Source: an optimization exercise on an open RTL-to-GDS flow (aim: small area). Production flows keep margins and buffers that such runs may drop. At most, simulation tests tie the RTL to the original design; equivalence was not proved. Function not checked in runs 1, 2, 6 and 7: the RTL went through the layout flow alone. Power is estimated from default activity; no workload was simulated.

File: flow/run.sh
#!/bin/bash
# synth_recipe.tcl (not shown) runs the flow's synth.tcl, then flattens the netlist and writes it again
# the make line also repeats each setting of config.mk as NAME=value (left out here)
make -C /OpenROAD-flow-scripts/flow DESIGN_CONFIG=/design/flow/config.mk WORK_HOME=/design/flow/orfs CLKGATE_MAP_FILE= SYNTH_SCRIPT=/design/flow/synth_recipe.tcl finish
File: flow/config.mk
export PLATFORM = sky130hd
export DESIGN_NAME = juu_core
export DESIGN_NICKNAME = juu_core
export VERILOG_FILES = /design/flow/design.v
export SDC_FILE = /design/flow/constraint.sdc
export NUM_CORES = 4
export LEC_CHECK = 0
export CAP_MARGIN = 20
export CORE_MARGIN = 2
export CORE_UTILIZATION = 40
export PLACE_DENSITY = 0.6
export SLEW_MARGIN = 20
File: flow/constraint.sdc
create_clock -name core_clock -period 8.5 [get_ports {clk}]
set_input_delay 1.7000 -clock core_clock [delete_from_list [all_inputs] [get_ports {clk}]]
set_output_delay 1.7000 -clock core_clock [all_outputs]
set_load 0.01 [all_outputs]
File: flow/design.v
module juu_alu (
    input  wire [15:0] a,
    input  wire [15:0] b,
    input  wire [2:0]  op,
    input  wire        cin,
    output wire [15:0] r1
);
    reg [15:0] p, g;
    always @(*) begin
        case (op)
            3'd1:    begin p = ~(a ^ b); g = a & ~b; end
            3'd2:    begin p = ~(a ^ b); g = ~a & b; end
            3'd3:    begin p = a ^ b;    g = a & b;  end
            3'd4:    begin p = a ^ b;    g = 16'h0000; end
            3'd5:    begin p = a | b;    g = 16'h0000; end
            3'd6:    begin p = a & b;    g = 16'h0000; end
            3'd7:    begin p = 16'hFFFF; g = 16'h0000; end
            default: begin p = 16'h0000; g = 16'h0000; end
        endcase
    end
    reg [16:0] gg, pp;
    integer l, i;
    always @(*) begin
        gg = {g, cin};
        pp = {p, 1'b0};
        for (l = 0; l < 5; l = l + 1)
            for (i = (2 << l) - 1; i < 17; i = i + (2 << l)) begin
                gg[i] = gg[i] | (pp[i] & gg[i - (1 << l)]);
                pp[i] = pp[i] & pp[i - (1 << l)];
            end
        for (l = 3; l >= 0; l = l - 1)
            for (i = 3 * (1 << l) - 1; i < 17; i = i + (2 << l)) begin
                gg[i] = gg[i] | (pp[i] & gg[i - (1 << l)]);
                pp[i] = pp[i] & pp[i - (1 << l)];
            end
    end
    assign r1 = p ^ gg[15:0];
endmodule
module juu_core (
    input  wire        clk,
    input  wire        rst,         
    input  wire        run,         
    output wire [12:0] cs_addr,
    input  wire [39:0] cw,
    output wire [15:0] mem_addr,
    input  wire [15:0] mem_rdata,
    output wire        mem_we,
    output wire [15:0] bus_value,   
    output wire        halted,
    output wire [1:0]  fault,       
    input  wire [3:0]  dbg_sel,
    output reg  [15:0] dbg_data
);
    reg [15:0] gpr [0:7];
    reg [15:0] seg [0:3];
    reg [15:0] ir;
    reg [15:0] alu_a;
    reg [15:0] alu_b;
    reg [15:0] mar;
    reg [5:0]  mir;
    reg [6:0]  mpc;
    reg [1:0]  stat;
    wire cw_mirwr  = ~cw[0];
    wire cw_memrd  = ~cw[2];
    wire cw_memwr  = ~cw[3];
    wire cw_marwr  = ~cw[4];
    wire cw_segen  = ~cw[6];
    wire cw_sdir   =  cw[7];
    wire cw_regen  = ~cw[8];
    wire cw_rdir   =  cw[9];
    wire cw_aluBwr = ~cw[13];
    wire cw_aluAwr = ~cw[14];
    wire cw_shr    =  cw[15];
    wire cw_shl    =  cw[16];
    wire [2:0] cw_op = cw[19:17];
    wire cw_aluen  = ~cw[20];
    wire cw_cin    =  cw[21];
    wire cw_rsrc   =  cw[24];
    wire cw_halt   =  cw[28];
    wire cw_decode = ~cw[29];
    wire cw_mpcclr = ~cw[31];
    wire [1:0] cw_ssel = cw[37:36];
    wire cw_irwr   =  cw[38];
    wire segrd = cw_segen & ~cw_sdir;
    wire segwr = cw_segen &  cw_sdir;
    wire regrd = cw_regen & ~cw_rdir;
    wire regwr = cw_regen &  cw_rdir;
    wire [2:0] rsel = cw_rsrc ? ir[7:5] : ir[10:8];
    wire two_plain = (cw_memrd & segrd) | (cw_memrd & regrd) | (segrd & regrd);
    wire any_plain = cw_memrd | segrd | regrd;
    wire shift_conflict = cw_aluen & cw_shl & cw_shr;
    wire word_faults = two_plain | shift_conflict | (cw_aluen & any_plain);
    wire config_err  = shift_conflict & ~two_plain;
    wire engine_ready = run & ~rst & (stat == 2'd0);
    wire execute      = engine_ready & ~word_faults;
    wire [15:0] alu_r;
    juu_alu u_alu (
        .a   (alu_a),
        .b   (alu_b),
        .op  (cw_op),
        .cin (cw_cin),
        .r1  (alu_r)
    );
    wire nrst    = ~rst;
    wire sel_mem = cw_memrd & nrst;
    wire sel_seg = segrd & nrst;
    wire sel_reg = regrd & nrst;
    wire sel_alu = cw_aluen & nrst;
    wire sel_sl  = sel_alu & cw_shl;
    wire sel_sr  = sel_alu & cw_shr;
    wire sel_s0  = sel_alu & ~cw_shl & ~cw_shr;
    reg [15:0] bus;
    integer k;
    always @(*) begin
        bus = ({16{sel_mem}} & mem_rdata)
            | ({16{sel_s0}}  & alu_r)
            | ({16{sel_sl}}  & {alu_r[14:0], 1'b0})
            | ({16{sel_sr}}  & {1'b0, alu_r[15:1]});
        for (k = 0; k < 4; k = k + 1)
            bus = bus | ({16{sel_seg & (cw_ssel == k)}} & seg[k]);
        for (k = 0; k < 8; k = k + 1)
            bus = bus | ({16{sel_reg & (rsel == k)}} & gpr[k]);
    end
    wire wr_all = rst;
    integer i;
    always @(posedge clk) begin
        for (i = 0; i < 8; i = i + 1)
            if (wr_all | (execute & regwr & (rsel == i))) gpr[i] <= bus;
        for (i = 0; i < 4; i = i + 1)
            if (wr_all | (execute & segwr & (cw_ssel == i))) seg[i] <= bus;
        if (wr_all | (execute & cw_marwr))  mar   <= bus;
        if (wr_all | (execute & cw_aluAwr)) alu_a <= bus;
        if (wr_all | (execute & cw_aluBwr)) alu_b <= bus;
        if (wr_all | (execute & cw_irwr))   ir    <= bus;
        if (rst)
            mir <= 6'd0;
        else if (execute & cw_mirwr)
            mir <= cw_irwr ? bus[15:10] : ir[15:10];
        else if (execute & cw_decode)
            mir <= {1'b0, ir[15:11]};
        if (rst)
            mpc <= 7'd0;
        else if (execute)
            mpc <= cw_mpcclr ? 7'd1 : mpc + 7'd1;
        if (rst)
            stat <= 2'd0;
        else if (execute & cw_halt)
            stat <= 2'd3;
        else if (engine_ready & word_faults)
            stat <= config_err ? 2'd2 : 2'd1;
    end
    assign cs_addr   = {mir, mpc};
    assign mem_addr  = mar;
    assign mem_we    = execute & cw_memwr;
    assign bus_value = bus;
    assign halted    = stat[1] & stat[0];
    assign fault     = {stat[1] & ~stat[0], stat[0] & ~stat[1]};
    always @(*) begin
        dbg_data = ({16{dbg_sel == 4'd12}} & ir)
                 | ({16{dbg_sel == 4'd13}} & alu_a)
                 | ({16{dbg_sel == 4'd14}} & alu_b)
                 | ({16{dbg_sel == 4'd15}} & mar);
        for (k = 0; k < 4; k = k + 1)
            dbg_data = dbg_data | ({16{dbg_sel == (k + 8)}} & seg[k]);
        for (k = 0; k < 8; k = k + 1)
            dbg_data = dbg_data | ({16{dbg_sel == k}} & gpr[k]);
    end
endmodule
==> results of run 1 <==
layout by cell type, fill, tap and decap left out, drive strengths merged, types with 20 or more instances in the layout:
cell           count
edfxtp           256
clkdlybuf4s50    109
a22o              83
a221oi            83
buf               76
ha                71
nor2              58
a22oi             57
nand2             48
inv               44
a21oi             29
clkbuf            28
nor2b             24
nand4             24
nand3             22
a222oi            22
a211oi            22
o21ai             20
nor3              20
power groups by stage:
| stage | clock network [mW] | registers [mW] | logic [mW] |
|---|---|---|---|
| after floorplan | 0 | 1.90 | 0.468 |
| after global placement | 0 | 1.96 | 0.871 |
| after detailed placement | 0 | 1.96 | 0.879 |
| after CTS | 1.18 | 1.94 | 0.886 |
| after global routing | 1.24 | 1.97 | 0.964 |
| final | 1.18 | 1.95 | 0.905 |
per-stage QoR:
stage               std cells  area, um2  hold WS (ns)  setup slack, ns
floorplan                1133      14300         0.494             1.60
global placement         1713      16300         0.477            0.414
detailed placement       1715      16300         0.484            0.374
CTS                      1764      17200         0.493            0.374
global route             1765      17200         0.519           0.0663
finish                   1765      17200         0.491            0.402
worst max-delay path: cells and delay by family:
| kind | cells | cell delay, ns |
|---|---|---|
| buf+inv | 3 | 1.24 |
| compound gates | 7 | 1.72 |
| fa+ha+maj | 1 | 0.28 |
| simple gates | 6 | 1.46 |
path summary, 6_finish.rpt:
kind | startpoint | end | slack [ns] | depth (start not counted)
worst min-delay path | mpc[1] | mpc[1] | 0.49 | 2
worst max-delay path | cw[17] | bus_value[14] | 0.40 | 17
worst max register to register | alu_a[0] | mir[2] | 3.65 | 19
worst min register to register | mpc[1] | mpc[1] | 0.49 | 2
sequential cells by signal, indices dropped and copies added, names as in the netlist:
signal  flops
gpr       128
seg        64
alu_a      16
alu_b      16
ir         16
mar        16
mpc         7
mir         6
stat        2
cell type report:
class / instances / area [um2] / area share [%]
flip-flops and latches: 271 / 7990 / 46.3
clock buffers: 27 / 676 / 3.92
inverters: 42 / 158 / 0.915
multi-input cells: 756 / 5970 / 34.6
well taps: 461 / 577 / 3.35
repair buffers: 186 / 1670 / 9.71
clock inverters: 22 / 195 / 1.13
kinds of logic (layout without fill, tap and decap cells):
family          after synthesis  after routing  share of synthesized area (%)
fa+ha+maj                    71             71                           6.22
xor+xnor                     12             12                          0.788
mux                          26             26                           1.97
compound gates              386            386                           21.9
flops                       271            271                           55.9
simple gates                261            261                           9.70
buf+inv                     106            277                           3.48
per-layer routing:
metal  global-route usage, %  vias to the layer above  wire [um]
li1                        -                     4944          -
met1                    37.1                     5725      19900
met2                    44.9                      976      23900
met3                    6.68                      242       6590
met4                    13.2                        0       3240
met5                       0                        -          0
timing repair:
| item | CTS | global route |
|---|---|---|
| resized for setup | 0 | 1 |
| endpoints found under the setup margin | 0 | 1 |
| hold buffers | 0 | 0 |
==> run notes, run 1 <==
Outcome -> timing/DRC/antenna clean
Layout fillers -> 3,098
HP Class -> reg -> reg
Slew Viols, Final -> 0
Die height -> 193 um
Wire per inst -> 30.4 um
First-pass GRT wire length -> 75,700 um
Max Cap Viol -> 0
Drt via density -> 6.73
CP endpoint kind -> output pin
TritonCTS clock tree -> built
Net count reported at finish -> 1,418
Total number of vias -> 11,887
Vias in the first global route -> 11,297
Total power -> 4.03 mW
Startpoint Class -> input port
Rows -> 69
Port bufs -> 111
Highest-delay cell along the critical path -> nor2b_1
Post-synth EDFFs -> 256
Post-Route WL -> 53,700 um
Syn Nets -> 1,267
Yosys warnings -> 4
Gr ovfl total -> 0
Largest area contributor in the netlist -> edfxtp_1
Total GRT Usage -> 28.4%
Final Critical Period -> 8.10 ns
Clock Sinks -> 271
Top Ports -> 128
Drt initial violations -> 2,076
Worst VDD drop -> 0.000174 V
Comb pwr share -> 22.5%
Clock Tree Buf Depth -> 3
Final ANT Viol Nets -> 0
Largest cells by area after synthesis -> edfxtp_1 54%, ha_1 6.2%, a22o_1 5.1%
RSZ-0062 raised after global routing -> false
Post-CTS setup buffer count -> 0
Sequential power share -> 48.3%
Psw -> 1.26 mW
# DRC -> 0
CP peak stage delay -> 0.63 ns
Initial antenna violation count -> 0
Final Hold Viols -> 0
F_max -> 123 MHz
Critical path arrival -> 6.40 ns
Share of cells above drive strength 1 -> 14.8%
Library cells used by synthesis -> 74
Leakage -> 6.23 nW
Max_slew headroom -> 22.6%
Setup violators final -> 0
Clock network fraction of design power -> 29.2%
CP Class -> in -> out
Sum of negative setup slack -> 0 ns
Pint -> 2.77 mW
Cell with the most instances after synthesis -> edfxtp_1
Drt first pass iters -> 6
WP data required -> 6.80 ns
Reg clk slew, reported paths -> 0.06 ns
Clk_skew -> 0.0129 ns
Die area -> 37,200 um2
Seq cells post-synth -> 271
Clock latency on the worst-skew pair -> 0.55 ns
Worst Tran Pin Value -> 1.16 ns
Main synth FF type -> edfxtp_1
RePlAce Congestion -> 0.928
TritonCTS Buffers -> 27
Clk root buf -> clkbuf_16
Synth-to-layout area growth -> 20.7%
Core footprint -> 35,400 um2
Synthesized area -> 14,300 um2
Post-DP HPWL -> 35,100 um
Yosys top cell area share -> 53.8%
Post-Synthesis Cells -> 1,133
Tcrit/Tclk final -> 95.3%
Ant. Diodes -> 0
Largest net degree at the start of global routing -> 36
# H-tree levels -> 1
Synthesized area per cell -> 12.6 um2
Sw Share -> 31.2%
Die width -> 193 um
Post-synth top cells -> 256 x edfxtp_1, 83 x a22o_1, 80 x a221oi_1
Power per cell area -> 234 nW/um2
Initial core utilization -> 40.4%
Utilization after layout -> 48.7%
Seq/Total Area, Yosys -> 55.9%
CP Cell Sequence -> clkdlybuf4s50_1, buf_4, nor2b_1, a221oi_2, o32ai_2, o2111ai_1, a211o_1, nand3_1, a21o_1, ha_1, a21oi_1, nor2_1, a2111oi_0, and3_1, nand3_1, nand2b_1, clkdlybuf4s50_1
Async set-reset flop share out of synthesis -> 0%
CP Max Fanout -> 27
==> run 2: changes to the inputs <==
--- a/flow/config.mk
+++ b/flow/config.mk
@@ -5,8 +5,10 @@
 export SDC_FILE = /design/flow/constraint.sdc
 export NUM_CORES = 4
 export LEC_CHECK = 0
+export ABC_AREA = 1
 export CAP_MARGIN = 20
 export CORE_MARGIN = 2
 export CORE_UTILIZATION = 40
+export GPL_TIMING_DRIVEN = 0
 export PLACE_DENSITY = 0.6
 export SLEW_MARGIN = 20
==> run 2 against run 1 <==
Via count grew 3.5%. Clock power grew 14%. Sequential power shrank 5%. Cell area grew 1.8%. Die area grew 1.2%. Power is essentially flat. Sequential cell count is the same. First-iteration DRC count shrank 15%. Final cell count grew 19%. Worst hold slack lost 0.033 ns. Register-to-register slack gained 0.42 ns. Sequential share of layout area shrank 0.81 points.
==> run notes, run 2 <==
Synth-to-layout area growth -> 21.3%
Main synth FF type -> edfxtp_1
# DRC -> 0
Initial antenna violation count -> 0
Cell mode on critical path -> nand3_1
First-pass GRT wire length -> 74,200 um
Max Cap Viol -> 0
Flop2flop setup slack -> 4.07 ns
Final Hold Viols -> 0
CP endpoint kind -> output pin
Post-Route WL -> 50,900 um
Tcrit/Tclk final -> 96.2%
TritonCTS Buffers -> 30
Die width -> 194 um
CP Max Fanout -> 10
Highest-delay cell along the critical path -> a2111oi_0
Largest register FFs -> 128
CP Cell Sequence -> clkdlybuf4s50_1, inv_2, nand3_1, inv_2, a21oi_1, o211ai_1, ha_1, inv_1, nand4_1, nand3_1, nand2_2, nand2_1, nand2_2, nand2_1, nand3_1, ha_1, a22o_1, a2111oi_0, nand3_1, a21oi_1, nand4_1, clkdlybuf4s50_1
Core footprint -> 35,600 um2
FF-to-FF Start -> alu_a[0]
Outcome -> timing/DRC/antenna clean
Port bufs -> 109
Wire per inst -> 24.2 um
Net count reported at finish -> 1,756
Seq/Total Area, Yosys -> 55.2%
TritonCTS clock tree -> built
Initial core utilization -> 40.7%
Critical path arrival -> 6.48 ns
Clk_skew -> 0.0285 ns
Cell with the most instances after synthesis -> nand2_1
Share of cells above drive strength 1 -> 10.1%
Total number of vias -> 12,298
Library cells used by synthesis -> 53
Clk root buf -> clkbuf_16
WP data required -> 6.80 ns
Hold Crit Endpoint -> mpc[6]
Rows -> 69
Post-synth top cells -> 284 x nand2_1, 256 x edfxtp_1, 211 x inv_1
CP peak stage delay -> 0.72 ns
RePlAce Congestion -> 0.977
Post-synth EDFFs -> 256
Die height -> 194 um
Reg2reg end -> mar[9]
RSZ-0062 raised after global routing -> false
Total power -> 4.03 mW
Yosys warnings -> 4
Startpoint Class -> input port
Slew Viols, Final -> 0
Top Ports -> 128
Placed cell areas -> 16,400 um2
Die area -> 37,700 um2
Seq cells post-synth -> 271
Worst VDD drop -> 0.000159 V
Min-delay src -> mpc[6]
WP buf/inv -> 5
F_max -> 122 MHz
FF-to-FF path depth -> 21
Gr ovfl total -> 0
Worst Tran Pin Value -> 1.08 ns
Final Critical Period -> 8.18 ns
Clock Tree Buf Depth -> 3
Largest net degree at the start of global routing -> 19
Fin area -> 17,500 um2
# H-tree levels -> 1
Post-Synthesis Cells -> 1,460
Total GRT Usage -> 26.3%
HP Class -> reg -> reg
Post-DP HPWL -> 37,400 um
Syn Nets -> 1,594
Largest area contributor in the netlist -> edfxtp_1
Clock Sinks -> 271
CP Class -> in -> out
Power per cell area -> 230 nW/um2
Hold path cells -> 1
Commonest cells after routing, fill and taps aside -> 282 x nand2_1, 256 x edfxtp_1, 211 x inv_1
Max_slew headroom -> 28.1%
Clock latency on the worst-skew pair -> 0.58 ns
Most common cell after layout, fill and taps aside -> nand2_1
WHS -> 0.458 ns
Vias in the first global route -> 11,699
Drt initial violations -> 1,759
Delay-heaviest family, CP -> buffers and inverters
Synthesized area -> 14,500 um2
Largest Register -> gpr
Setup violators final -> 0
Yosys top cell area share -> 53.1%
Ant. Diodes -> 0
Leakage -> 6.94 nW
Synthesized area per cell -> 9.91 um2
Biggest regs -> gpr x128, seg x64
Reg clk slew, reported paths -> 0.06 ns
Largest cells by area after synthesis -> edfxtp_1 53%, nand2_1 7.4%, ha_1 6.1%
Post-CTS Hold Buffers -> 0
Async set-reset flop share out of synthesis -> 0%
Drt first pass iters -> 5
Drt via density -> 5.84
Final ANT Viol Nets -> 0
run 2: final cells by class:
class | count | area (um2)
fillers | 3274 | 18000
flip-flops and latches | 271 | 7990
multi-input cells | 918 | 5530
repair buffers | 130 | 1340
inverters | 229 | 865
clock buffers | 35 | 769
well taps | 461 | 577
clock inverters | 21 | 249
plain buffers | 42 | 224
run 2: kinds of logic (layout without fill, tap and decap cells):
group	count (synthesis)	in the layout	share of synthesized area [%]
AOI/OAI and AO/OA	301	301	14.0
and+or+nand+nor	539	539	16.7
xor gates and xnor gates	7	7	0.424
buffers and inverters	271	457	7.53
adders and majority gates	71	71	6.14
DFF	271	271	55.2
run 2: worst max-delay path by stage:
stage / startpoint / endpoint / slack (ns) / cells after the start
after floorplan: cw[19] / bus_value[13] / 2.18 / 23
after global placement: cw[17] / bus_value[9] / -0.41 / 22
after detailed placement: cw[17] / bus_value[9] / -0.43 / 22
after CTS: cw[17] / bus_value[13] / 0.04 / 22
after global routing: cw[17] / bus_value[15] / 0.02 / 26
final: cw[17] / bus_value[9] / 0.32 / 22
run 2: power breakdown:
| group | switching (mW) | total [mW] | leakage [nW] | internal, mW |
|---|---|---|---|---|
| Clock | 0.548 | 1.35 | 0.487 | 0.800 |
| Combinational | 0.551 | 0.829 | 3.74 | 0.279 |
| Sequential | 0.107 | 1.85 | 2.71 | 1.75 |
| Total | 1.21 | 4.03 | 6.94 | 2.83 |
run 2: per-stage QoR:
| step | TNS, ns | cells | setup WS (ns) | util, % |
|---|---|---|---|---|
| 6_report | 0 | 2107 | 0.322 | 49.3 |
| 5_1_grt | 0 | 2107 | 0.0152 | 49.3 |
| 4_1_cts | 0 | 2099 | 0.0425 | 49.1 |
| 3_5_place_dp | -0.429 | 2042 | -0.429 | 46.2 |
| 3_3_place_gp | -0.410 | 2030 | -0.410 | 45.4 |
| 2_1_floorplan | 0 | 1460 | 2.18 | - |
run 2: timing repair:
| item | in CTS | in global routing |
|---|---|---|
| endpoints found under the setup margin | 1 | 6 |
| buffers inserted | 1 | 8 |
| pin swaps | 0 | 2 |
| gates resized for setup | 0 | 5 |
run 2: layer usage:
metal  global-route usage [%]  share of wire, %  vias to the layer above
li1                         -                 -                     5531
met1                     36.5                42                     5948
met2                     42.6                46                      717
met3                     3.67               8.9                      102
met4                     8.78               3.1                        0
met5                        0                 0                        -
==> run 3: changes to the inputs <==
--- a/flow/design.v
+++ b/flow/design.v
@@ -5,17 +5,22 @@
     input  wire        cin,
     output wire [15:0] r1
 );
-    reg [15:0] p, g;
+    wire op1 = (op == 3'd1);
+    wire op2 = (op == 3'd2);
+    wire op3 = (op == 3'd3);
+    wire [15:0] t = a ^ b;
+    wire [15:0] n = a & b;
+    wire [15:0] o = a | b;
+    wire [15:0] g = ({16{op3}} & n) | ({16{op1}} & a & t) | ({16{op2}} & b & t);
+    reg  [15:0] p;
     always @(*) begin
         case (op)
-            3'd1:    begin p = ~(a ^ b); g = a & ~b; end
-            3'd2:    begin p = ~(a ^ b); g = ~a & b; end
-            3'd3:    begin p = a ^ b;    g = a & b;  end
-            3'd4:    begin p = a ^ b;    g = 16'h0000; end
-            3'd5:    begin p = a | b;    g = 16'h0000; end
-            3'd6:    begin p = a & b;    g = 16'h0000; end
-            3'd7:    begin p = 16'hFFFF; g = 16'h0000; end
-            default: begin p = 16'h0000; g = 16'h0000; end
+            3'd1, 3'd2: p = ~t;
+            3'd3, 3'd4: p = t;
+            3'd5:       p = o;
+            3'd6:       p = n;
+            3'd7:       p = 16'hFFFF;
+            default:    p = 16'h0000;
         endcase
     end
     reg [16:0] gg, pp;
--- a/flow/config.mk
+++ b/flow/config.mk
@@ -5,10 +5,8 @@
 export SDC_FILE = /design/flow/constraint.sdc
 export NUM_CORES = 4
 export LEC_CHECK = 0
-export ABC_AREA = 1
 export CAP_MARGIN = 20
 export CORE_MARGIN = 2
 export CORE_UTILIZATION = 40
-export GPL_TIMING_DRIVEN = 0
 export PLACE_DENSITY = 0.6
 export SLEW_MARGIN = 20
==> run 3 against run 2 <==
Die area decreased by 3.8%. Synthesized area down 3.9%. Worst setup slack got worse by 0.011 ns. Largest power group unchanged.
==> run notes, run 3 <==
Drt first pass iters -> 8
Yosys top cell area share -> 55.3%
Total GRT Usage -> 29.6%
TritonCTS clock tree -> built
Multi-input gate area -> 5580 um2
Reg clk slew, reported paths -> 0.06 ns
Wire per inst -> 30.8 um
Synthesized area -> 13,900 um2
Post-DP HPWL -> 35,800 um
Startpoint Class -> input port
Clock Sinks -> 271
Flop2flop setup slack -> 3.72 ns
Die height -> 190 um
Largest Register -> gpr
RSZ-0062 raised after global routing -> false
Synth Area in Compound Gates -> 22.2%
Gr ovfl total -> 0
Total number of vias -> 11,827
Mux contribution to synthesized area -> 3.07%
Biggest regs -> gpr x128, seg x64
Top Ports -> 128
Clk_skew -> 0.0105 ns
Sum of negative setup slack -> 0 ns
Post-synth EDFFs -> 256
Delay-heaviest family, CP -> compound AO/OA/AOI/OAI gates
Largest family of logic cells by synthesized area -> compound AO/OA/AOI/OAI gates
Post-CTS sizing -> 0
Clk root buf -> clkbuf_16
Main synth FF type -> edfxtp_1
TritonCTS Buffers -> 31
Port bufs -> 111
WP buf/inv -> 4
Sequential Area -> 7990 um2
Post-synth top cells -> 256 x edfxtp_1, 84 x a221oi_1, 76 x a22o_1
Final ANT Viol Nets -> 0
Largest net degree at the start of global routing -> 46
Worst Tran Pin Value -> 1.24 ns
Highest-delay cell along the critical path -> nor2b_1
Seq/Total Area, Yosys -> 57.5%
Ant. Diodes -> 0
Vias in the first global route -> 11,248
Commonest cells after routing, fill and taps aside -> 256 x edfxtp_1, 110 x clkdlybuf4s50_1, 84 x a221oi_1
Power per cell area -> 247 nW/um2
Drt via density -> 6.69
CP Class -> in -> out
Initial core utilization -> 40.4%
Max Cap Viol -> 0
First-pass GRT wire length -> 77,100 um
Non-filler cells in the finished layout -> 1,767
Cell with the most instances after synthesis -> edfxtp_1
Worst VDD drop -> 0.000178 V
CP Cell Sequence -> clkdlybuf4s50_1, buf_4, nor2b_1, a22o_1, a221oi_1, o21ai_1, a21oi_1, o31ai_1, inv_1, o21ai_0, ha_1, a222oi_1, o21ai_0, nor2_1, nand4_1, a21oi_1, o21ai_2, clkdlybuf4s50_1
Most common cell after layout, fill and taps aside -> edfxtp_1
Library cells used by synthesis -> 76
Post-Synth Adder-Cell Area -> 3.69%
Outcome -> timing/DRC/antenna clean
Largest cells by area after synthesis -> edfxtp_1 55%, a221oi_1 5.3%, a22o_1 4.8%
Slew Viols, Final -> 0
Rows -> 68
CP Max Fanout -> 9
Die area -> 36,300 um2
Die width -> 190 um
Largest register FFs -> 128
Tcrit/Tclk final -> 96.3%
Largest area contributor in the netlist -> edfxtp_1
Synth Area in Simple Gates -> 9.61%
Final Critical Period -> 8.19 ns
CP endpoint kind -> output pin
Leakage -> 6.09 nW
Cells after DPL -> 1,708
Core footprint -> 34,400 um2
Share of cells above drive strength 1 -> 11.3%
Clock latency on the worst-skew pair -> 0.57 ns
WP data required -> 6.80 ns
Layout fillers -> 3,083
Clock Tree Buf Depth -> 3
Net count reported at finish -> 1,392
Post-Route WL -> 54,400 um
Async set-reset flop share out of synthesis -> 0%
Max_slew headroom -> 17.4%
Post-Synthesis Cells -> 1,134
Syn Nets -> 1,238
Post-CTS setup buffer count -> 0
Synthesized area per cell -> 12.3 um2
Setup violators final -> 0
Critical path arrival -> 6.49 ns
# DRC -> 0
Final Hold Viols -> 0
Seq cells post-synth -> 271
Initial antenna violation count -> 1
F_max -> 122 MHz
HP Class -> reg -> reg
RePlAce Congestion -> 0.953
Xor/xnor share of the synthesized area -> 0.756%
Post-CTS Hold Buffers -> 0
Drt initial violations -> 2,039
Synth-to-layout area growth -> 21.2%
# H-tree levels -> 1
Yosys warnings -> 4
CP peak stage delay -> 0.74 ns
run 3: cell types whose count changed after synthesis, moves of 28 or more:
cell	change
a22o_1	+66
nand3_1	-46
a221oi_1	+39
mux2i_1	+39
ha_1	-30
inv_1	-167
o22ai_1	-45
nand2_1	-212
a22oi_1	+28
run 3: final cells by class:
| type | instances | share of cell area, % |
|---|---|---|
| Clock buffer | 33 | 4.65 |
| Clock inverter | 24 | 0.631 |
| Inverter | 45 | 1.00 |
| Multi-Input combinational cell | 758 | 33.1 |
| Sequential cell | 271 | 47.4 |
| Tap cell | 455 | 3.38 |
| Timing Repair Buffer | 181 | 9.80 |
run 3: layer usage:
metal	track usage, %	part of all wire [%]	vias up
li1	-	-	4952
met1	39.8	38	5738
met2	45.0	44	935
met3	7.55	13	202
met4	13.2	4.9	0
met5	0	0	-
run 3: final timing paths:
path / start / end / depth (start not counted)
max: cw[18] / bus_value[14] / 18
min reg2reg: mir[2] / mir[2] / 2
max reg2reg: alu_a[0] / mir[4] / 22
min: mir[2] / mir[2] / 2
run 3: report_power, final:
| group | total, mW | internal (mW) | switching [mW] |
|---|---|---|---|
| Combinational | 1.01 | 0.378 | 0.628 |
| Sequential | 1.95 | 1.78 | 0.166 |
| Clock | 1.20 | 0.657 | 0.542 |
run 3: through the flow:
step,worst slack (ns),instance area [um2],hold slack (ns),total power [mW],util (%)
after global placement,0.429,15900,0.480,2.93,46.3
after global routing,0.113,16800,0.512,4.29,49.0
final,0.311,16800,0.492,4.15,49.0
after detailed placement,0.406,15900,0.478,2.94,46.4
after floorplan,2.04,13900,0.484,2.43,-
after CTS,0.403,16800,0.490,4.12,48.9
run 3: cell families after synthesis:
family / count (synthesis)
fa+ha+maj: 41
flops: 271
xor+xnor: 12
compound gates: 398
mux: 42
simple gates: 265
buf+inv: 105
run 3: worst reg2reg max path: stages, from the launching register on:
cell	delay [ns]
edfxtp_1	0.50
inv_1	0.08
ha_1	0.34
nor2b_1	0.16
o21ai_0	0.16
o21ai_0	0.10
a21oi_1	0.13
ha_1	0.16
a221oi_1	0.06
o21ai_1	0.31
a21oi_1	0.16
o31ai_1	0.41
inv_1	0.07
o21ai_0	0.21
ha_1	0.36
a222oi_1	0.35
o21ai_0	0.17
nor2_1	0.11
nand4_1	0.10
a21oi_1	0.16
o21ai_2	0.12
buf_4	0.25
o21a_1	0.21
==> run 4: changes to the inputs <==
==> flow/flow/run.sh (new file) <==
#!/bin/bash
# Own layout flow: the standard ORFS flow (standard.sh) with
#  - the standard synthesis script (synth_recipe.tcl), except that ABC maps the
#    combinational logic with flow/area.abc (registers are mapped by dfflibmap
#    before ABC runs, so they are exactly the standard synthesis's);
#  - port buffers of the smallest buffer cell;
#  - clock tree from clkbuf_4 cells without dummy loads;
#  - no timing-driven global placement.
# Each tool's output goes to a log file in this folder.
set -euo pipefail
W=$(pwd)
{
  head -n 1 synth_recipe.tcl
  cat <<EOF
proc abc {args} {
  set i [lsearch -exact \$args -script]
  if {\$i >= 0} { set args [lreplace \$args \$i [expr {\$i + 1}] -script $W/flow/area.abc] }
  puts "abc with own script: \$args"
  yosys abc {*}\$args
}
EOF
  tail -n +2 synth_recipe.tcl
} > own_synth.tcl
bash standard.sh \
  SYNTH_SCRIPT=$W/own_synth.tcl \
  ABC_AREA=1 \
  GPL_TIMING_DRIVEN=0 \
  "BUFFER_PORTS_ARGS=-buffer_cell sky130_fd_sc_hd__buf_1" \
  "CTS_ARGS=-sink_clustering_enable -repair_clock_nets -buf_list sky130_fd_sc_hd__clkbuf_4 -dont_use_dummy_load" \
  finish > flow.log 2>&1
==> flow/flow/area.abc (new file) <==
&get -n
&st
&dch
&nf -a -R 1000
&put
==> flow/standard.sh (new file) <==
#!/bin/bash
# synth_recipe.tcl (not shown) runs the flow's synth.tcl, then flattens the netlist and writes it again
# the make line also repeats each setting of config.mk as NAME=value (left out here)
make -C /OpenROAD-flow-scripts/flow DESIGN_CONFIG=/design/flow/config.mk WORK_HOME=/design/flow/orfs CLKGATE_MAP_FILE= SYNTH_SCRIPT=/design/flow/synth_recipe.tcl "${@:-finish}"
removed: flow/run.sh
==> run 4 against run 3 <==
Cell area shrank 11%. Non-clock buffer count shrank 13. Largest power group unchanged. Routed wire length shrank 22%. Largest cell class unchanged. Critical endpoint unchanged. Critical path depth grew 4. Sequential cell count is the same. Clock-buffer cell count grew 37. Global-route usage shrank 4.3 points. Worst hold slack lost 0.023 ns. Sequential power shrank 3%. Clock skew grew 0.036 ns. Synthesized cell count shrank 11%. Worst setup slack gained 0.15 ns.
==> run notes, run 4 <==
Core footprint -> 31,500 um2
GRT Max-Usage Layer -> met2
Clock Sinks -> 271
Post-synth top cells -> 256 x edfxtp_1, 153 x nand2_1, 85 x a222oi_1
Top Ports -> 128
Synthesized area per cell -> 12.6 um2
WHS -> 0.469 ns
Max_slew headroom -> 30.2%
RePlAce Congestion -> 0.872
WP data required -> 6.80 ns
Vias in the first global route -> 10,300
Worst Tran Pin Value -> 1.04 ns
Commonest cells after routing, fill and taps aside -> 256 x edfxtp_1, 153 x nand2_1, 110 x buf_1
Biggest regs -> gpr x128, seg x64
Drt initial violations -> 1,743
Setup violators final -> 0
Net count reported at finish -> 1,353
Rows -> 65
Seq cells post-synth -> 271
Highest-delay cell along the critical path -> a222oi_1
Final ANT Viol Nets -> 0
Post-Synthesis Cells -> 1,009
Clk_skew -> 0.0470 ns
Utilization after layout -> 47.7%
Final Critical Period -> 8.04 ns
Async set-reset flop share out of synthesis -> 0%
First-pass GRT wire length -> 63,000 um
Die width -> 183 um
Largest cells by area after synthesis -> edfxtp_1 60%, a222oi_1 6.7%, nand2_1 4.5%
Synth-to-layout area growth -> 17.6%
TritonCTS clock tree -> built
Main synth FF type -> edfxtp_1
Synthesized area -> 12,800 um2
Drt via density -> 6.47
Yosys top cell area share -> 60.3%
Dpl ws -> -0.232 ns
CP Class -> in -> out
Clock latency on the worst-skew pair -> 0.68 ns
# DRC -> 0
Post-synth EDFFs -> 256
TritonCTS Buffers -> 70
Cell mode on critical path -> nand3_1
Post-DP HPWL -> 29,800 um
Wire per inst -> 25.6 um
Largest Register -> gpr
Clk root buf -> clkbuf_4
# H-tree levels -> 3
Multi-input gate area -> 4900 um2
Post-Route WL -> 42,300 um
Slew Viols, Final -> 0
Cell with the most instances after synthesis -> edfxtp_1
Layout fillers -> 2,778
M3 GR Usage -> 5.13%
Startpoint Class -> input port
F_max -> 124 MHz
Drt first pass iters -> 7
Sequential Area -> 7990 um2
Seq/Total Area, Yosys -> 62.6%
Largest family of logic cells by synthesized area -> compound AO/OA/AOI/OAI gates
Sum of negative setup slack -> 0 ns
Die area -> 33,300 um2
Share of cells above drive strength 1 -> 14.7%
Most common cell after layout, fill and taps aside -> edfxtp_1
Gr ovfl total -> 0
Power per cell area -> 226 nW/um2
HP Class -> reg -> reg
Port bufs -> 111
Outcome -> timing/DRC/antenna clean
Final WS setup -> 0.463 ns
CP endpoint kind -> output pin
Reg clk slew, reported paths -> 0.06 ns
Synth Area in Simple Gates -> 11.1%
Largest area contributor in the netlist -> edfxtp_1
Leakage -> 5.28 nW
Mux contribution to synthesized area -> 0.657%
Largest net degree at the start of global routing -> 19
Post-Synth Adder-Cell Area -> 4.02%
GR Util met2 -> 39.6%
CP Max Fanout -> 18
CP Cell Sequence -> buf_1, nor3b_4, buf_4, nor2_4, nor2_1, a211oi_1, a21oi_1, a221oi_1, o21ai_0, a41oi_1, o21ai_0, nand3_1, nand2_1, nand3_1, nand2_1, ha_1, a222oi_1, nand4_1, a21oi_1, nand3_1, a21o_1, buf_1
Xor/xnor share of the synthesized area -> 0.618%
Library cells used by synthesis -> 44
Initial antenna violation count -> 1
Syn Nets -> 1,113
Die height -> 183 um
Largest register FFs -> 128
Clock Tree Buf Depth -> 3
Final Hold Viols -> 0
Synth Area in Compound Gates -> 19.8%
CP peak stage delay -> 0.45 ns
Total number of vias -> 10,670
Initial core utilization -> 40.5%
Tcrit/Tclk final -> 94.6%
Max Cap Viol -> 0
Yosys warnings -> 4
Met1 usage in global routing -> 34.2%
Critical path arrival -> 6.34 ns
Worst VDD drop -> 0.0000931 V
Total GRT Usage -> 25.2%
[run 4: path summary, 6_finish.rpt]
path	from	cells past startpoint	end	slack, ns
setup / recovery	cw[17]	22	bus_value[14]	0.46
hold / removal	mir[0]	2	mir[0]	0.47
setup reg to reg	alu_a[4]	23	mir[4]	3.49
hold reg to reg	mir[0]	2	mir[0]	0.47
[run 4: cell type report]
cell class | instances | area share (%)
antenna | 1 | 0.0167
clock buffer | 70 | 3.50
inverter | 41 | 1.03
multi-input combinational | 697 | 32.7
sequential | 271 | 53.2
tap | 402 | 3.35
timing repair buffer | 168 | 6.21
[run 4: stage by stage]
stage	cell area [um2]	power, mW	cells
4_1_cts	14900	3.38	1642
2_1_floorplan	12800	2.25	1009
3_5_place_dp	14400	2.55	1572
5_1_grt	15000	3.55	1650
6_report	15000	3.39	1650
3_3_place_gp	13700	2.51	1522
[run 4: metal layers]
| metal | part of all wire, % | up-vias |
|---|---|---|
| met5 | 0 | - |
| met4 | 3.5 | 0 |
| met3 | 10 | 116 |
| met2 | 46 | 696 |
| met1 | 40 | 5147 |
| li1 | - | 4711 |
[run 4: kinds of logic (layout without fill, tap and decap cells)]
logic type	after synthesis	after routing
xor+xnor	9	9
mux	8	8
buf+inv	41	279
compound gates	326	326
flops	271	271
fa+ha+maj	41	41
other cells	0	1
simple gates	313	313
[run 4: timing repair]
action                     in CTS  in global routing
hold buffers                    0                  0
hold endpoints to repair        0                  0
buffers inserted                0                  7
gates resized for setup         2                  9
setup endpoints to repair       3                  5
pin swaps                       0                  2
[run 4: where the power goes]
group | switching, mW | internal [mW] | leakage (nW)
registers | 0.133 | 1.77 | 2.72
logic | 0.457 | 0.194 | 2.24
clock network | 0.463 | 0.375 | 0.322
total | 1.05 | 2.34 | 5.28
[run 4: worst max-delay path: cells and delay by family]
family	cells	cell delay [ns]
fa+ha+maj	1	0.40
compound gates	9	2.35
buf+inv	3	0.62
simple gates	9	1.25
==> run 5: changes to the inputs <==
--- a/flow/design.v
+++ b/flow/design.v
@@ -107,10 +107,10 @@
         .r1  (alu_r)
     );
     wire nrst    = ~rst;
-    wire sel_mem = cw_memrd & nrst;
-    wire sel_seg = segrd & nrst;
-    wire sel_reg = regrd & nrst;
-    wire sel_alu = cw_aluen & nrst;
+    wire sel_mem = cw_memrd;
+    wire sel_seg = segrd;
+    wire sel_reg = regrd;
+    wire sel_alu = cw_aluen;
     wire sel_sl  = sel_alu & cw_shl;
     wire sel_sr  = sel_alu & cw_shr;
     wire sel_s0  = sel_alu & ~cw_shl & ~cw_shr;
@@ -126,17 +126,36 @@
         for (k = 0; k < 8; k = k + 1)
             bus = bus | ({16{sel_reg & (rsel == k)}} & gpr[k]);
     end
-    wire wr_all = rst;
+    reg [7:0] we_r, ho_r;
+    reg [3:0] we_s, ho_s;
+    reg       we_m, ho_m, we_a, ho_a, we_b, ho_b, we_i, ho_i;
+    always @(*) begin
+        for (k = 0; k < 8; k = k + 1) begin
+            we_r[k] = nrst & execute & regwr & (rsel == k);
+            ho_r[k] = nrst & ~(execute & regwr & (rsel == k));
+        end
+        for (k = 0; k < 4; k = k + 1) begin
+            we_s[k] = nrst & execute & segwr & (cw_ssel == k);
+            ho_s[k] = nrst & ~(execute & segwr & (cw_ssel == k));
+        end
+        we_m = nrst & execute & cw_marwr;   ho_m = nrst & ~(execute & cw_marwr);
+        we_a = nrst & execute & cw_aluAwr;  ho_a = nrst & ~(execute & cw_aluAwr);
+        we_b = nrst & execute & cw_aluBwr;  ho_b = nrst & ~(execute & cw_aluBwr);
+        we_i = nrst & execute & cw_irwr;    ho_i = nrst & ~(execute & cw_irwr);
+    end
+    function [15:0] upd(input we, input ho, input [15:0] d, input [15:0] q);
+        upd = ({16{we}} & d) | ({16{ho}} & q);
+    endfunction
     integer i;
     always @(posedge clk) begin
         for (i = 0; i < 8; i = i + 1)
-            if (wr_all | (execute & regwr & (rsel == i))) gpr[i] <= bus;
+            gpr[i] <= upd(we_r[i], ho_r[i], bus, gpr[i]);
         for (i = 0; i < 4; i = i + 1)
-            if (wr_all | (execute & segwr & (cw_ssel == i))) seg[i] <= bus;
-        if (wr_all | (execute & cw_marwr))  mar   <= bus;
-        if (wr_all | (execute & cw_aluAwr)) alu_a <= bus;
-        if (wr_all | (execute & cw_aluBwr)) alu_b <= bus;
-        if (wr_all | (execute & cw_irwr))   ir    <= bus;
+            seg[i] <= upd(we_s[i], ho_s[i], bus, seg[i]);
+        mar   <= upd(we_m, ho_m, bus, mar);
+        alu_a <= upd(we_a, ho_a, bus, alu_a);
+        alu_b <= upd(we_b, ho_b, bus, alu_b);
+        ir    <= upd(we_i, ho_i, bus, ir);
         if (rst)
             mir <= 6'd0;
         else if (execute & cw_mirwr)
==> flow/flow/run.sh (replaced) <==
#!/bin/bash
# Own layout flow: the standard ORFS flow (standard.sh) with
#  - the standard synthesis script (synth_recipe.tcl), except that ABC maps the
#    combinational logic with flow/area.abc and no adder cells are extracted
#    (registers are mapped by dfflibmap before ABC runs, so they are exactly
#    the standard synthesis's);
#  - port buffers of the smallest buffer cell;
#  - a clock tree of small clock buffers without dummy loads;
#  - no timing-driven global placement.
# Each tool's output goes to a log file in this folder.
set -euo pipefail
W=$(pwd)
CTS="-sink_clustering_enable -repair_clock_nets -dont_use_dummy_load -buf_list sky130_fd_sc_hd__clkbuf_4"
{
  head -n 1 synth_recipe.tcl
  cat <<EOF
proc abc {args} {
  set i [lsearch -exact \$args -script]
  if {\$i >= 0} { set args [lreplace \$args \$i [expr {\$i + 1}] -script $W/flow/area.abc] }
  puts "abc with own script: \$args"
  yosys abc {*}\$args
}
EOF
  tail -n +2 synth_recipe.tcl
} > own_synth.tcl
bash standard.sh \
  SYNTH_SCRIPT=$W/own_synth.tcl \
  ABC_AREA=1 \
  ADDER_MAP_FILE= \
  GPL_TIMING_DRIVEN=0 \
  "BUFFER_PORTS_ARGS=-buffer_cell sky130_fd_sc_hd__buf_1" \
  "CTS_ARGS=$CTS" \
  finish > flow.log 2>&1
==> run 5 against run 4 <==
Sequential cell count unchanged. Clock skew rose by 0.059 ns. Core utilization about the same. Still clean. Register-to-register slack better by 0.25 ns.
==> run notes, run 5 <==
Sw Share -> 30.4%
F_max -> 121 MHz
Drt via density -> 6.56
Delay-heaviest family, CP -> compound AO/OA/AOI/OAI gates
Clk root buf -> clkbuf_4
Commonest cells after routing, fill and taps aside -> 311 x nand2_1, 271 x dfxtp_1, 245 x o21ai_0
Largest area contributor in the netlist -> dfxtp_1
Comb pwr share -> 13.5%
Cell mode on critical path -> buf_1
Max Cap Viol -> 0
Clock Tree Buf Depth -> 3
FF-to-FF path depth -> 15
Clock Sinks -> 271
Cell with the most instances after synthesis -> nand2_1
Biggest regs -> gpr x128, seg x64
Rows -> 64
First-pass GRT wire length -> 80,600 um
Max_slew headroom -> 25.8%
Largest cells by area after synthesis -> dfxtp_1 44%, o21ai_0 10%, nand2_1 9.5%
Largest register FFs -> 128
Leakage -> 4.98 nW
Vias in the first global route -> 12,742
Highest-delay cell along the critical path -> nor3b_2
CP Cell Sequence -> buf_1, nor3b_2, buf_4, nor2_4, mux2i_1, and4b_1, o21ai_0, a221o_1, a311oi_2, o21ai_1, a21oi_1, or2_0, and3_1, xor2_1, a211oi_1, nand2_4, buf_1
Total power -> 2.55 mW
Drt first pass iters -> 9
Largest net degree at the start of global routing -> 28
Post-Route WL -> 54,400 um
Yosys top cell area share -> 44.0%
Final Critical Period -> 8.25 ns
Final ANT Viol Nets -> 0
CP Class -> in -> out
RePlAce Congestion -> 0.961
Library cells used by synthesis -> 44
Flop2flop setup slack -> 3.74 ns
Wire per inst -> 25.9 um
Async set-reset flop share out of synthesis -> 0%
# DRC -> 0
Initial antenna violation count -> 2
Post-synth top cells -> 312 x nand2_1, 271 x dfxtp_1, 246 x o21ai_0
Largest Register -> gpr
Synthesized area -> 12,300 um2
Seq cells post-synth -> 271
Die area -> 32,200 um2
Net count reported at finish -> 1,768
Total number of vias -> 13,799
Cells after DPL -> 2,024
TritonCTS Buffers -> 75
Post-Synthesis Cells -> 1,481
Share of cells above drive strength 1 -> 10.5%
Setup violators final -> 0
Die height -> 180 um
Synth-to-layout area growth -> 17.7%
CP Max Fanout -> 18
Min-delay src -> ir[4]
Psw -> 0.776 mW
Most common cell after layout, fill and taps aside -> nand2_1
WP buf/inv -> 3
Non-filler cells in the finished layout -> 2,102
Post-synth EDFFs -> 0
Outcome -> timing/DRC/antenna clean
Total GRT Usage -> 32.5%
Worst Setup SP -> cw[17]
Clock network fraction of design power -> 35.1%
Hold Crit Endpoint -> ir[4]
Yosys warnings -> 4
FF-to-FF Start -> alu_a[0]
Startpoint Class -> input port
Die width -> 180 um
Main synth FF type -> dfxtp_1
Port bufs -> 111
HP Class -> reg -> reg
Clock latency on the worst-skew pair -> 0.72 ns
Slew Viols, Final -> 0
Tcrit/Tclk final -> 97.0%
CP peak stage delay -> 0.50 ns
Sequential power share -> 51.3%
CP endpoint kind -> output pin
Hold path cells -> 2
Final Hold Viols -> 0
Drt initial violations -> 2,308
Critical path arrival -> 6.55 ns
TritonCTS clock tree -> built
Seq/Total Area, Yosys -> 44.0%
Post-CTS Hold Buffers -> 0
Syn Nets -> 1,544
Worst Tran Pin Value -> 1.11 ns
Synthesized area per cell -> 8.32 um2
Clk_skew -> 0.106 ns
Reg clk slew, reported paths -> 0.05 ns
Top Ports -> 128
WP data required -> 6.80 ns
Initial core utilization -> 40.5%
Core footprint -> 30,400 um2
Gr ovfl total -> 0
Pint -> 1.78 mW
# H-tree levels -> 3
Power per cell area -> 176 nW/um2
Post-DP HPWL -> 38,200 um
Reg2reg end -> mir[4]
Worst VDD drop -> 0.000117 V
-- run 5: changes by cell type after synthesis, sizes merged, moves of 20 or more --
cell / previous run / this run
nor2: 52 / 120
xor2: 3 / 23
a21oi: 61 / 34
nand2: 153 / 312
ha: 41 / 0
o21ai: 46 / 246
nand3: 27 / 65
dfxtp: 15 / 271
edfxtp: 256 / 0
a22o: 16 / 65
-- run 5: worst register-to-register path, stage by stage, from the launching register on --
cell	delay, ns
dfxtp_1	0.49
xor2_1	0.27
mux2i_1	0.21
and4b_1	0.23
o21ai_0	0.39
a221o_1	0.42
a311oi_2	0.24
o21ai_1	0.44
a21oi_1	0.18
or2_0	0.25
and3_1	0.20
xor2_1	0.19
a211oi_1	0.46
nand2_4	0.28
o21ai_0	0.24
a311oi_1	0.12
-- run 5: metrics by stage --
step                      utilization, %  area [um2]  setup WS [ns]  TNS (ns)  hold WS [ns]
after CTS                           47.5       14500         0.0567         0         0.457
after global placement              43.5       13200          -2.51    -73.26         0.434
after floorplan                        -       12300          0.809         0         0.426
after global routing                47.7       14500        -0.0483   -0.0483         0.492
after detailed placement            45.6       13900         -0.391    -0.718         0.445
final                               47.7       14500          0.252         0         0.459
-- run 5: power groups by stage --
stage / registers [mW] / logic [mW] / clock network (mW)
3_3_place_gp: 1.34 / 0.293 / 0
6_report: 1.31 / 0.345 / 0.897
4_1_cts: 1.31 / 0.331 / 0.907
3_5_place_dp: 1.34 / 0.329 / 0
5_1_grt: 1.31 / 0.360 / 0.977
2_1_floorplan: 1.33 / 0.157 / 0
-- run 5: worst max path at each step --
| stage | cells past startpoint | endpoint | slack [ns] |
|---|---|---|---|
| after global placement | 16 | bus_value[13] | -2.51 |
| final | 17 | bus_value[14] | 0.25 |
| after global routing | 17 | bus_value[14] | -0.05 |
| after CTS | 17 | bus_value[14] | 0.06 |
| after detailed placement | 17 | bus_value[15] | -0.39 |
| after floorplan | 14 | bus_value[13] | 0.81 |
-- run 5: kinds of logic after synthesis --
family                   after synthesis  share of synthesized area [%]
adder cells (fa/ha/maj)                1                         0.0812
XOR/XNOR                              33                           2.35
buffers and inverters                 24                          0.731
AO/OA/AOI/OAI                        540                           30.5
flip-flops                           271                           44.0
multiplexers                          21                           1.74
AND/OR/NAND/NOR                      591                           20.6
-- run 5: timing repair --
item                       4_1_cts  5_1_grt
gates resized for setup          4        7
setup buffers                    0        0
setup endpoints to repair        2        5
cloned                           0        0
-- run 5: final cells by class --
| cell class | count | area [um2] |
|---|---|---|
| inverters | 24 | 90.1 |
| clock buffers | 75 | 563 |
| flip-flops and latches | 271 | 5430 |
| well taps | 396 | 495 |
| multi-input cells | 1186 | 7070 |
| diodes | 3 | 7.51 |
| repair buffers | 147 | 856 |
| fillers | 3095 | 15900 |
-- run 5: per-layer routing --
metal / global-route usage (%) / vias up / share of wire [%]
li1: - / 6143 / -
met1: 42.5 / 6531 / 39
met2: 48.5 / 944 / 43
met3: 8.45 / 181 / 12
met4: 18.6 / 0 / 5.6
met5: 0 / - / 0
==> run 6: changes to the inputs <==
--- a/flow/design.v
+++ b/flow/design.v
@@ -8,21 +8,14 @@
     wire op1 = (op == 3'd1);
     wire op2 = (op == 3'd2);
     wire op3 = (op == 3'd3);
+    wire tx  = (op == 3'd3) | (op == 3'd4) | (op == 3'd5) | (op == 3'd7);
+    wire t11 = (op == 3'd1) | (op == 3'd2) | (op == 3'd5) | (op == 3'd6) | (op == 3'd7);
+    wire t00 = (op == 3'd1) | (op == 3'd2) | (op == 3'd7);
     wire [15:0] t = a ^ b;
-    wire [15:0] n = a & b;
-    wire [15:0] o = a | b;
-    wire [15:0] g = ({16{op3}} & n) | ({16{op1}} & a & t) | ({16{op2}} & b & t);
-    reg  [15:0] p;
-    always @(*) begin
-        case (op)
-            3'd1, 3'd2: p = ~t;
-            3'd3, 3'd4: p = t;
-            3'd5:       p = o;
-            3'd6:       p = n;
-            3'd7:       p = 16'hFFFF;
-            default:    p = 16'h0000;
-        endcase
-    end
+    wire [15:0] k = a & b;
+    wire [15:0] z = ~(a | b);
+    wire [15:0] p = ({16{tx}} & t) | ({16{t11}} & k) | ({16{t00}} & z);
+    wire [15:0] g = ({16{op3}} & k) | ({16{op1}} & a & t) | ({16{op2}} & b & t);
     reg [16:0] gg, pp;
     integer l, i;
     always @(*) begin
@@ -146,6 +139,7 @@
     function [15:0] upd(input we, input ho, input [15:0] d, input [15:0] q);
         upd = ({16{we}} & d) | ({16{ho}} & q);
     endfunction
+    wire [15:0] ir_d = upd(we_i, ho_i, bus, ir);
     integer i;
     always @(posedge clk) begin
         for (i = 0; i < 8; i = i + 1)
@@ -155,11 +149,11 @@
         mar   <= upd(we_m, ho_m, bus, mar);
         alu_a <= upd(we_a, ho_a, bus, alu_a);
         alu_b <= upd(we_b, ho_b, bus, alu_b);
-        ir    <= upd(we_i, ho_i, bus, ir);
+        ir    <= ir_d;
         if (rst)
             mir <= 6'd0;
         else if (execute & cw_mirwr)
-            mir <= cw_irwr ? bus[15:10] : ir[15:10];
+            mir <= ir_d[15:10];
         else if (execute & cw_decode)
             mir <= {1'b0, ir[15:11]};
         if (rst)
--- a/flow/flow/run.sh
+++ b/flow/flow/run.sh
@@ -10,7 +10,7 @@
 # Each tool's output goes to a log file in this folder.
 set -euo pipefail
 W=$(pwd)
-CTS="-sink_clustering_enable -repair_clock_nets -dont_use_dummy_load -buf_list sky130_fd_sc_hd__clkbuf_4"
+CTS="-sink_clustering_enable -repair_clock_nets -dont_use_dummy_load -buf_list sky130_fd_sc_hd__clkbuf_8 -sink_clustering_size 14 -sink_clustering_max_diameter 60"
 {
   head -n 1 synth_recipe.tcl
   cat <<EOF
==> flow/flow/area.abc (replaced) <==
strash
dc2
&get -n
&st
&dch -f
&nf -a -R 1000
&put
==> run 6 against run 5 <==
Still clean on timing, DRC and antenna. Clock skew is 0.066 ns lower. Clock-buffer cell count is 46 lower. Largest cell class unchanged. Core utilization is 1.8 points higher. Worst hold slack worse by 0.0042 ns. Power is 5.1% lower. Combinational power is 3% higher. Sequential cell count stayed put. Clock power is 16% lower.
==> run notes, run 6 <==
Drt initial violations -> 2,618
CP peak stage delay -> 0.40 ns
First-pass GRT wire length -> 78,900 um
Final Critical Period -> 8.26 ns
Wire per inst -> 28.0 um
Post-Synth Adder-Cell Area -> 0.0846%
Final ANT Viol Nets -> 0
Largest register FFs -> 128
WP data required -> 6.80 ns
Yosys top cell area share -> 45.9%
Dpl ws -> -1.76 ns
RePlAce Congestion -> 0.966
Cell mode on critical path -> nor2_1
Slew Viols, Final -> 0
Clock Tree Buf Depth -> 3
Core footprint -> 28,900 um2
WP buf/inv -> 4
Synth Area in Compound Gates -> 31.8%
Cell with the most instances after synthesis -> dfxtp_1
Non-filler cells in the finished layout -> 1,972
Cells after DPL -> 1,920
HP Class -> reg -> reg
Layout fillers -> 2,853
Most common cell after layout, fill and taps aside -> dfxtp_1
Post-CTS Hold Buffers -> 0
TritonCTS Buffers -> 29
F_max -> 121 MHz
Library cells used by synthesis -> 44
Largest area contributor in the netlist -> dfxtp_1
Post-Synthesis Cells -> 1,366
CP Class -> in -> out
Synthesized area -> 11,800 um2
Xor/xnor share of the synthesized area -> 2.22%
Sum of negative setup slack -> 0 ns
Setup violators final -> 0
Delay-heaviest family, CP -> simple AND/OR/NAND/NOR gates
Worst Tran Pin Value -> 1.22 ns
Seq cells post-synth -> 271
Synth Area in Simple Gates -> 19.1%
Rows -> 62
Post-synth top cells -> 271 x dfxtp_1, 260 x nand2_1, 190 x o21ai_0
Post-Route WL -> 55,200 um
# DRC -> 0
Net count reported at finish -> 1,652
Power per cell area -> 169 nW/um2
Die height -> 176 um
Synth-to-layout area growth -> 21.0%
Startpoint Class -> input port
Min-delay src -> mir[2]
Highest-delay cell along the critical path -> a221oi_4
Largest net degree at the start of global routing -> 28
Top Ports -> 128
Worst VDD drop -> 0.000101 V
Vias in the first global route -> 12,280
Main synth FF type -> dfxtp_1
Port bufs -> 111
Synthesized area per cell -> 8.66 um2
Total GRT Usage -> 34.1%
Outcome -> timing/DRC/antenna clean
Largest family of logic cells by synthesized area -> compound AO/OA/AOI/OAI gates
Biggest regs -> gpr x128, seg x64
Reg clk slew, reported paths -> 0.09 ns
Final WS setup -> 0.242 ns
Total number of vias -> 13,467
# H-tree levels -> 1
Commonest cells after routing, fill and taps aside -> 271 x dfxtp_1, 260 x nand2_1, 185 x o21ai_0
Post-DP HPWL -> 39,500 um
Seq/Total Area, Yosys -> 45.9%
Async set-reset flop share out of synthesis -> 0%
Largest cells by area after synthesis -> dfxtp_1 46%, a222oi_1 9.7%, nand2_1 8.3%
Yosys warnings -> 4
Utilization after layout -> 49.5%
Worst Setup SP -> cw[17]
Gr ovfl total -> 0
Initial core utilization -> 40.9%
Clock latency on the worst-skew pair -> 0.62 ns
CP Max Fanout -> 12
Mux contribution to synthesized area -> 0.540%
Syn Nets -> 1,429
Total power -> 2.42 mW
FF-to-FF Start -> alu_a[0]
TritonCTS clock tree -> built
Placed cell areas -> 13,600 um2
Share of cells above drive strength 1 -> 12.0%
Clk_skew -> 0.0405 ns
Tcrit/Tclk final -> 97.1%
Initial antenna violation count -> 1
Fin area -> 14,300 um2
WHS -> 0.454 ns
Clock Sinks -> 271
Drt via density -> 6.83
Max Cap Viol -> 0
Die area -> 31,000 um2
Largest Register -> gpr
Drt first pass iters -> 10
Post-synth EDFFs -> 0
CP endpoint kind -> output pin
Clk root buf -> clkbuf_8
Max_slew headroom -> 18.8%
Die width -> 176 um
Leakage -> 4.76 nW
Final Hold Viols -> 0
Critical path arrival -> 6.56 ns
==> run 6: cell types whose count changed after synthesis, sizes merged, moves of 19 or more <==
cell	delta
o22ai	+42
a221o	-29
a222oi	+29
nand3	-33
nand2	-52
a22o	+19
o21ai	-56
==> run 6: timing repair <==
action                                  CTS  global route
pin swaps                                12            16
buffers inserted                         12            10
endpoints found under the setup margin    9             6
resized for setup                        19            10
==> run 6: layout make-up <==
cell class	instances	area (um2)	share of cell area [%]
clock buffer	29	399	2.79
antenna	1	2.50	0.0175
multi-input combinational	1081	6700	46.8
inverter	14	52.6	0.367
tap	384	480	3.36
sequential	271	5430	37.9
timing repair buffer	192	1250	8.74
==> run 6: report_power, final <==
group          leakage, nW  total [mW]  switching (mW)  internal, mW
clock network        0.209       0.755           0.454         0.301
registers             2.19        1.31          0.0247          1.29
logic                 2.36       0.355           0.253         0.102
total                 4.76        2.42           0.732          1.69
==> run 6: logic make-up (layout without fill, tap and decap cells) <==
logic type | Yosys count | count (layout)
compound gates | 522 | 522
flops | 271 | 271
mux | 6 | 6
fa+ha+maj | 1 | 1
xor+xnor | 30 | 30
simple gates | 522 | 522
other cells | 0 | 1
buf+inv | 14 | 235
==> run 6: worst paths after layout <==
kind	endpoint	slack, ns	depth (start not counted)
worst max register to register	mir[4]	2.96	38
worst max-delay path	bus_value[14]	0.24	36
worst min register to register	mir[2]	0.45	2
worst min-delay path	mir[2]	0.45	2
==> run 6: tightest hold or removal path: cells and delay by family (launching register included) <==
kind | cells | cell delay (ns)
and+or+nand+nor | 1 | 0.05
DFF | 1 | 0.32
AOI/OAI and AO/OA | 1 | 0.05
==> run 6: per-layer routing <==
metal	routed length [um]	GRT usage (%)	vias up	share of wire, %
met5	13	0	-	0.024
met4	3210	16.4	2	5.8
met3	7040	9.24	274	13
met2	23700	53.1	1031	43
met1	21200	43.7	6366	38
li1	-	-	5794	-
==> run 7: changes to the inputs <==
==> flow/flow/area.abc (replaced) <==
strash
&get -n
&st
&dch -f
&nf -a -R 1000
&put
==> flow/config.mk (replaced) <==
export PLATFORM = sky130hd
export DESIGN_NAME = juu_core
export DESIGN_NICKNAME = juu_core
export VERILOG_FILES = /design/flow/design.v
export SDC_FILE = /design/flow/constraint.sdc
export NUM_CORES = 4
export LEC_CHECK = 0
export CAP_MARGIN = 10
export CORE_MARGIN = 2
export CORE_UTILIZATION = 40
export PLACE_DENSITY = 0.85
export SLEW_MARGIN = 10
==> run 7 against run 6 <==
Critical path type unchanged. Sequential power about the same. Die area rose by 2.5%. Clock-buffer cell count is 4 lower. Still clean on timing, DRC and antenna.
==> run notes, run 7 <==
First-pass GRT wire length -> 69,200 um
Synthesized area per cell -> 8.56 um2
Core footprint -> 29,700 um2
Clock network fraction of design power -> 29.4%
Async set-reset flop share out of synthesis -> 0%
Clock Sinks -> 271
Initial core utilization -> 40.8%
Drt first pass iters -> 13
Clock latency on the worst-skew pair -> 0.57 ns
Worst Tran Pin Value -> 1.34 ns
Critical path arrival -> 6.54 ns
Final Critical Period -> 8.24 ns
Leakage -> 4.51 nW
CP endpoint kind -> output pin
TritonCTS Buffers -> 25
Post-DP HPWL -> 32,900 um
Yosys warnings -> 4
Psw -> 0.683 mW
GR Util met2 -> 44.1%
Utilization after layout -> 46.4%
Vias in the first global route -> 11,897
Post-Synthesis Cells -> 1,417
Non-filler cells in the finished layout -> 1,966
Gr ovfl total -> 0
Reg clk slew, reported paths -> 0.04 ns
Post-synth EDFFs -> 0
Pint -> 1.63 mW
RePlAce Congestion -> 0.990
WHS -> 0.454 ns
# DRC -> 0
Sequential power share -> 56.6%
CP peak stage delay -> 0.62 ns
F_max -> 121 MHz
Clk root buf -> clkbuf_8
Commonest cells after routing, fill and taps aside -> 299 x nand2_1, 271 x dfxtp_1, 204 x o21ai_0
Post-synth top cells -> 300 x nand2_1, 271 x dfxtp_1, 206 x o21ai_0
Reg2reg end -> mir[0]
Library cells used by synthesis -> 45
Yosys top cell area share -> 44.7%
Die width -> 178 um
Delay-heaviest family, CP -> simple AND/OR/NAND/NOR gates
# H-tree levels -> 1
CP Max Fanout -> 17
FF-to-FF Start -> alu_b[0]
Critical path depth -> 20
Die height -> 178 um
Comb pwr share -> 14.0%
Clock Tree Buf Depth -> 3
Total number of vias -> 13,317
Drt via density -> 6.77
Largest Register -> gpr
WP data required -> 6.80 ns
Synth-to-layout area growth -> 13.8%
WP buf/inv -> 4
Slew Viols, Final -> 0
Initial antenna violation count -> 2
Met1 usage in global routing -> 36.5%
Largest register FFs -> 128
RSZ-0062 raised after global routing -> false
Sw Share -> 29.6%
Startpoint Class -> input port
Seq cells post-synth -> 271
Largest area contributor in the netlist -> dfxtp_1
Final Hold Viols -> 0
CP Cell Sequence -> buf_1, nor3b_2, buf_6, nor3_2, nor3_1, o21ai_0, o311ai_0, a21oi_1, nor2_1, nor4_2, or3_1, nand3_1, nand2_1, o31ai_1, a21oi_1, xnor2_1, o211ai_1, nor2_2, clkinv_1, buf_1
Max Cap Viol -> 0
M3 GR Usage -> 7.10%
Syn Nets -> 1,480
Post-CTS Hold Buffers -> 0
HP Class -> reg -> reg
Top Ports -> 128
Setup violators final -> 0
Net count reported at finish -> 1,640
Drt initial violations -> 2,609
Min-delay src -> ir[3]
Biggest regs -> gpr x128, seg x64
GRT Max-Usage Layer -> met2
Port bufs -> 111
Cells after DPL -> 1,938
Power per cell area -> 167 nW/um2
Max_slew headroom -> 10.4%
Highest-delay cell along the critical path -> nor2_2
Die area -> 31,700 um2
Flop2flop setup slack -> 3.49 ns
Share of cells above drive strength 1 -> 6.16%
Worst VDD drop -> 0.000126 V
Post-Route WL -> 46,200 um
Largest net degree at the start of global routing -> 28
CP Class -> in -> out
Seq/Total Area, Yosys -> 44.7%
Largest cells by area after synthesis -> dfxtp_1 45%, nand2_1 9.3%, o21ai_0 8.5%
Final ANT Viol Nets -> 0
Critical Path Sink -> bus_value[10]
Wire per inst -> 23.5 um
Outcome -> timing/DRC/antenna clean
Synthesized area -> 12,100 um2
Tcrit/Tclk final -> 97.0%
Worst Setup SP -> cw[19]
Total GRT Usage -> 27.9%
Most common cell after layout, fill and taps aside -> nand2_1
FF-to-FF path depth -> 19
Cell with the most instances after synthesis -> nand2_1
Rows -> 63
Clk_skew -> 0.0499 ns
Main synth FF type -> dfxtp_1
TritonCTS clock tree -> built
-- run 7: cell types whose count changed in the layout (fill, tap and decap cells not counted), sizes merged, moves of 7 or more --
cell,change
buf,-58
o22ai,-27
nand2,+40
nor2,-20
a222oi,-33
a21oi,+17
mux2i,+12
a22oi,-7
o21ai,+16
a221o,+51
-- run 7: what timing repair did --
action                                  in CTS  in global routing
setup buffers                                0                  2
pin swaps                                    0                  1
endpoints found under the setup margin       9                  8
gates resized for setup                      9                 10
-- run 7: area by class of cell --
class | instances | area (um2)
inverters | 19 | 71.3
multi-input cells | 1127 | 6830
flip-flops and latches | 271 | 5430
clock buffers | 25 | 344
repair buffers | 133 | 633
well taps | 390 | 488
fillers | 2840 | 15900
diodes | 1 | 2.50
-- run 7: worst min-delay path: stages (launching register included) --
cell and delay, ns:
dfxtp_1 0.32, nand2_1 0.05, o21ai_0 0.05
-- run 7: through the flow --
stage	setup TNS [ns]	instance area [um2]	setup slack [ns]	total power [mW]
2_1_floorplan	0	12100	0.443	1.50
3_3_place_gp	-28.82	13000	-1.97	1.61
3_5_place_dp	-3.42	13300	-0.833	1.63
4_1_cts	0	13700	0.0501	2.28
5_1_grt	0	13800	0.000109	2.38
6_report	0	13800	0.256	2.31
-- run 7: how the worst min path moves through the flow --
stage | slack (ns) | cells after the start | end
after CTS | 0.46 | 2 | ir[3]
after floorplan | 0.43 | 2 | ir[1]
after global placement | 0.44 | 2 | ir[3]
final | 0.45 | 2 | ir[3]
after detailed placement | 0.44 | 2 | mir[1]
after global routing | 0.47 | 2 | mir[0]
-- run 7: cells by family after synthesis --
kind of cell | after synthesis | synth area share, %
multiplexers | 21 | 1.80
AND/OR/NAND/NOR | 542 | 19.1
flip-flops | 271 | 44.7
adder cells (fa/ha/maj) | 1 | 0.0825
AO/OA/AOI/OAI | 532 | 31.5
XOR/XNOR | 31 | 2.24
buffers and inverters | 19 | 0.588
-- run 7: power groups by stage --
stage	Clock, mW	Combinational [mW]	Sequential [mW]
after detailed placement	0	0.298	1.34
after global placement	0	0.281	1.33
after floorplan	0	0.165	1.33
final	0.680	0.324	1.31
after global routing	0.727	0.339	1.31
after CTS	0.675	0.302	1.31
-- run 7: layer usage --
metal | vias to the layer above | share of wire [%] | wire length [um]
met5 | - | 0.028 | 13
met4 | 2 | 4.7 | 2160
met3 | 196 | 14 | 6570
met2 | 1119 | 44 | 20300
met1 | 6191 | 37 | 17100
li1 | 5809 | - | -

-- static timing again, ports no longer ideal --
The results above use ideal ports. As a check the final layouts listed here were re-extracted and re-timed, cells and wires unchanged.
Step 1 sets driving cells, clkbuf_16 on the clock port and buf_2 on the other inputs (assumed; they add their load-dependent delay and slew).
Step 2 also shifts input and output timing later by t, the mid clock arrival at the registers, as if the neighbouring blocks saw the same clock.
a / b / c = no drivers / after step 1 / after step 2; a / b = the first two.
| run | t (ns) | setup WS [ns] | worst setup path after step 2 | clock arrival spread, ns | slew at the worst register clock pin (ns) |
|---|---|---|---|---|---|
| run 1 | 0.595 | 0.402 / 0.376 / 0.376 | input to output | 0.013 / 0.013 | 0.07 / 0.07 |
| run 2 | 0.622 | 0.322 / 0.295 / 0.295 | input to output | 0.028 / 0.028 | 0.06 / 0.06 |
| run 3 | 0.617 | 0.311 / 0.283 / 0.283 | input to output | 0.011 / 0.011 | 0.06 / 0.06 |
| run 4 | 0.694 | 0.463 / 0.434 / 0.434 | input to output | 0.059 / 0.059 | 0.07 / 0.07 |
| run 5 | 0.703 | 0.252 / 0.231 / 0.231 | input to output | 0.122 / 0.122 | 0.07 / 0.07 |
| run 6 | 0.650 | 0.242 / 0.212 / 0.212 | input to output | 0.040 / 0.040 | 0.10 / 0.10 |
| run 7 | 0.592 | 0.256 / 0.228 / 0.228 | input to output | 0.050 / 0.050 | 0.10 / 0.10 |
After both steps every run listed still meets setup and hold. The setup slack of run 6, which loses most, moves by -0.030 ns with the drivers and by -0.030 ns with both steps.
